What follows belongs to an exercise in optimizing a design on an open flow for small area, a short achievable clock period and few clock cycles per item; a production flow would make more cautious choices. In this exercise RTL edits were held to simulation tests only and were not proved equivalent to the original. Power is estimated from default activity; no workload was simulated.

== green ==
// bcta
module bcta (
    input  wire        clk,
    input  wire        rst,         
    input  wire        cmd_valid,
    output wire        cmd_ready,
    input  wire [63:0] cmd,
    output wire        rsp_valid,
    input  wire        rsp_ready,
    output wire [39:0] rsp
);
clock: 10.0 ns
lec_check: 0
abc_clock_period_in_ps: 4000
cap_margin: 20
core_margin: 2
core_utilization: 50
cts_buf_list: sky130_fd_sc_hd__clkbuf_4
setup_slack_margin: 5
slew_margin: 20
synth_hierarchical: 1
run.sh (not shown) runs the stock make flow with config.mk's settings and CLKGATE_MAP_FILE= SYNTH_SCRIPT=/design/flow/synth_recipe.tcl, a recipe that flattens the netlist after the stock synthesis.
Testbench counts of green, summed over its fixed seeds: cycles 15,421, items 15,405.
## Diff of input files: orange against green
--- a/flow/design.v
+++ b/flow/design.v
@@ -81,15 +81,15 @@
     wire enc_ok   = tsel ? enc_ok1 : enc_ok0;
     wire sk_fits = (arg[31:11] == 21'd0) || (arg[31:11] == 21'h1FFFFF);
     assign cls = {is_rd, is_wr, is_sk, is_pos, is_len, is_clr, is_enc, is_dec, is_lcl, is_lad, is_lgt};
     assign t   = tsel;
     assign bad = !legal || ((is_enc || is_lad) && !enc_ok);
     assign ill = !legal;
     assign n   = {1'b0, mdf[4:0]} + 6'd1;
-    assign pay = {arg[31:12], (op == 8'h03 && !sk_fits) ? {arg[31], {11{~arg[31]}}} : arg[11:0]};
+    assign pay = {arg[31:12], (is_sk && !sk_fits) ? {arg[31], {11{~arg[31]}}} : arg[11:0]};
 endmodule
 module bcta (
     input  wire        clk,
     input  wire        rst,         
     input  wire        cmd_valid,
     output wire        cmd_ready,
     input  wire [63:0] cmd,
@@ -193,25 +193,24 @@
     reg [3:0] fb_n;
     always @(*) begin
         for (j = 0; j < 8; j = j + 1)
             fa_n[j] = cur_n[5] ? (j < cur_n[4:2]) : (j > cur_n[4:2]);
         for (j = 0; j < 4; j = j + 1)
             fb_n[j] = cur_n[5] ? (j < cur_n[1:0]) : (j >= cur_n[1:0]);
     end
-    wire [4:0] m_nx   = cmd_ready ? cmd[52:48] : r_n[4:0] - 5'd1;
+    wire [5:0] n_nx   = cmd_ready ? n_i : r_n;
     wire       sk_go  = ok & r_sk;
     wire [4:0] base_e = (ok & r_clr) ? 5'd0 :
                         (ok & ((r_rd & ~beyond) | (r_wr & ~ovf))) ? a[4:0] : kl;
-    wire [6:0] a_e    = {1'b0, base_e, 1'b1} + {1'b0, m_nx, 1'b1};
-    wire [6:0] a_s    = {1'b0, sk_sum[4:0], 1'b1} + {1'b0, m_nx, 1'b1};
-    wire [6:0] a_h    = {1'b0, l8[4:0], 1'b1} + {1'b0, m_nx, 1'b1};
-    wire [5:0] n_nx   = {1'b0, m_nx} + 6'd1;
+    wire [5:0] a_e    = {1'b0, base_e} + n_nx;
+    wire [5:0] a_s    = {1'b0, sk_sum[4:0]} + n_nx;
+    wire [5:0] a_h    = {1'b0, l8[4:0]} + n_nx;
     wire [5:0] a_nx   = rst   ? n_nx :
-                        !sk_go ? a_e[6:1] :
-                        sk_lo ? n_nx : sk_hi ? a_h[6:1] : a_s[6:1];
+                        !sk_go ? a_e :
+                        sk_lo ? n_nx : sk_hi ? a_h : a_s;
     wire rd_ok = ok & r_rd & ~beyond;
     reg [2:0]  st;
     reg [31:0] oth;
     always @(*) begin
         st  = 3'd0;
         oth = 32'd0;
         if (r_bad)              st = r_ill ? 3'd4 : 3'd2;
[summary]
[orange] core area fell 0.35% relative to green
Diff green -> orange: non-clock buffer count lost 2, overall global routing resource usage neither gained nor lost much.
Between green and orange, final design area excluding fillers decreased.
Across both runs, instance count along the most critical hold path was higher for orange than for green.
Testbench counts of orange, summed over its fixed seeds: cycles 15,421, items 15,405.

--- another note on this design; it stands on its own ---

Setup of v27:
## bcta
module bcta (
    input  wire        clk,
    input  wire        rst,
    input  wire        cmd_valid,
    output wire        cmd_ready,
    input  wire [63:0] cmd,
    output wire        rsp_valid,
    input  wire        rsp_ready,
    output wire [39:0] rsp
);
clock: 10.0 ns
lec_check: 0
cap_margin: 20
core_margin: 2
core_utilization: 65
cts_buf_list: sky130_fd_sc_hd__clkbuf_8
cts_cluster_diameter: 45
cts_cluster_size: 16
slew_margin: 20
synth_hierarchical: 1
standard.sh (not shown) runs the stock make flow with config.mk's settings and CLKGATE_MAP_FILE= SYNTH_SCRIPT=/design/flow/synth_recipe.tcl, a recipe that flattens the netlist after the stock synthesis.
==> flow/flow/run.sh <==
#!/bin/bash
set -euo pipefail
bash standard.sh SETUP_SLACK_MARGIN=6.0 'BUFFER_PORTS_ARGS=-buffer_cell sky130_fd_sc_hd__buf_2' finish > standard.log 2>&1
Testbench counts of v27, summed over its fixed seeds: cycles 15,421, items 15,405.
Here is what was changed in the inputs of v34 compared with v27.
# v27
export LEC_CHECK = 0
export CAP_MARGIN = 20
export CORE_MARGIN = 2
export CORE_UTILIZATION = 65
export CTS_BUF_LIST = sky130_fd_sc_hd__clkbuf_8
export CTS_CLUSTER_DIAMETER = 45
export CTS_CLUSTER_SIZE = 16
export SLEW_MARGIN = 20
export SYNTH_HIERARCHICAL = 1
create_clock -name core_clock -period 10.0 [get_ports {clk}]
# v34
export LEC_CHECK = 0
export CAP_MARGIN = 20
export CORE_MARGIN = 2
export CORE_UTILIZATION = 50
export CTS_BUF_LIST = sky130_fd_sc_hd__clkbuf_8
export CTS_CLUSTER_DIAMETER = 45
export CTS_CLUSTER_SIZE = 16
export SLEW_MARGIN = 20
export SYNTH_HIERARCHICAL = 1
create_clock -name core_clock -period 10.0 [get_ports {clk}]
==> flow/flow/run.sh <==
#!/bin/bash
set -euo pipefail
bash standard.sh SETUP_SLACK_MARGIN=5.8 finish > standard.log 2>&1
==> comparison <==
- Summary of v34 over v27: detailed-route wire length on metal 1 climbed 7.9%; switching share of power rose 0.44 points; layout buffer count excluding clock buffers lower; clock buffer count in the final layout shows an increase of about 9%.
- Summary of v34 over v27: setup slack now sits lower; average via count per standard cell now sits lower; worst hold slack now sits at about the same level; area growth from synthesis to layout now sits higher.

==> re-timing with driven ports <==
How much do the figures lean on ideal ports? The routed layouts below were timed once more, with nothing changed but the port constraints.
Step 1 sets driving cells, clkbuf_16 on the clock port and buf_2 on the other inputs (assumed; they add their load-dependent delay and slew).
Step 2 moves the port delays by t, midway between the first and last clock arrival at a register: inputs arrive t later, outputs are due t later. That takes back most of the time a late clock gives input paths.
a / b / c = ideal ports / drivers / drivers and shift; a / b = the first two.
run	t, ns	setup slack, ns	hold WS [ns]	latest minus earliest clock arrival (ns)
green	1.087	5.068 / 5.068 / 5.063	0.497 / 0.497 / 0.497	0.066 / 0.067
orange	1.048	5.057 / 5.057 / 4.821	0.504 / 0.504 / 0.504	0.053 / 0.054
v27	0.738	5.838 / 5.838 / 5.438	0.472 / 0.472 / 0.472	0.047 / 0.046
v34	0.744	5.751 / 5.751 / 5.142	0.470 / 0.470 / 0.470	0.042 / 0.041
After both steps setup and hold are still met in every run listed. For v34, which loses most, drivers alone change the setup slack by 0.000 ns; drivers and shift together by -0.609 ns.
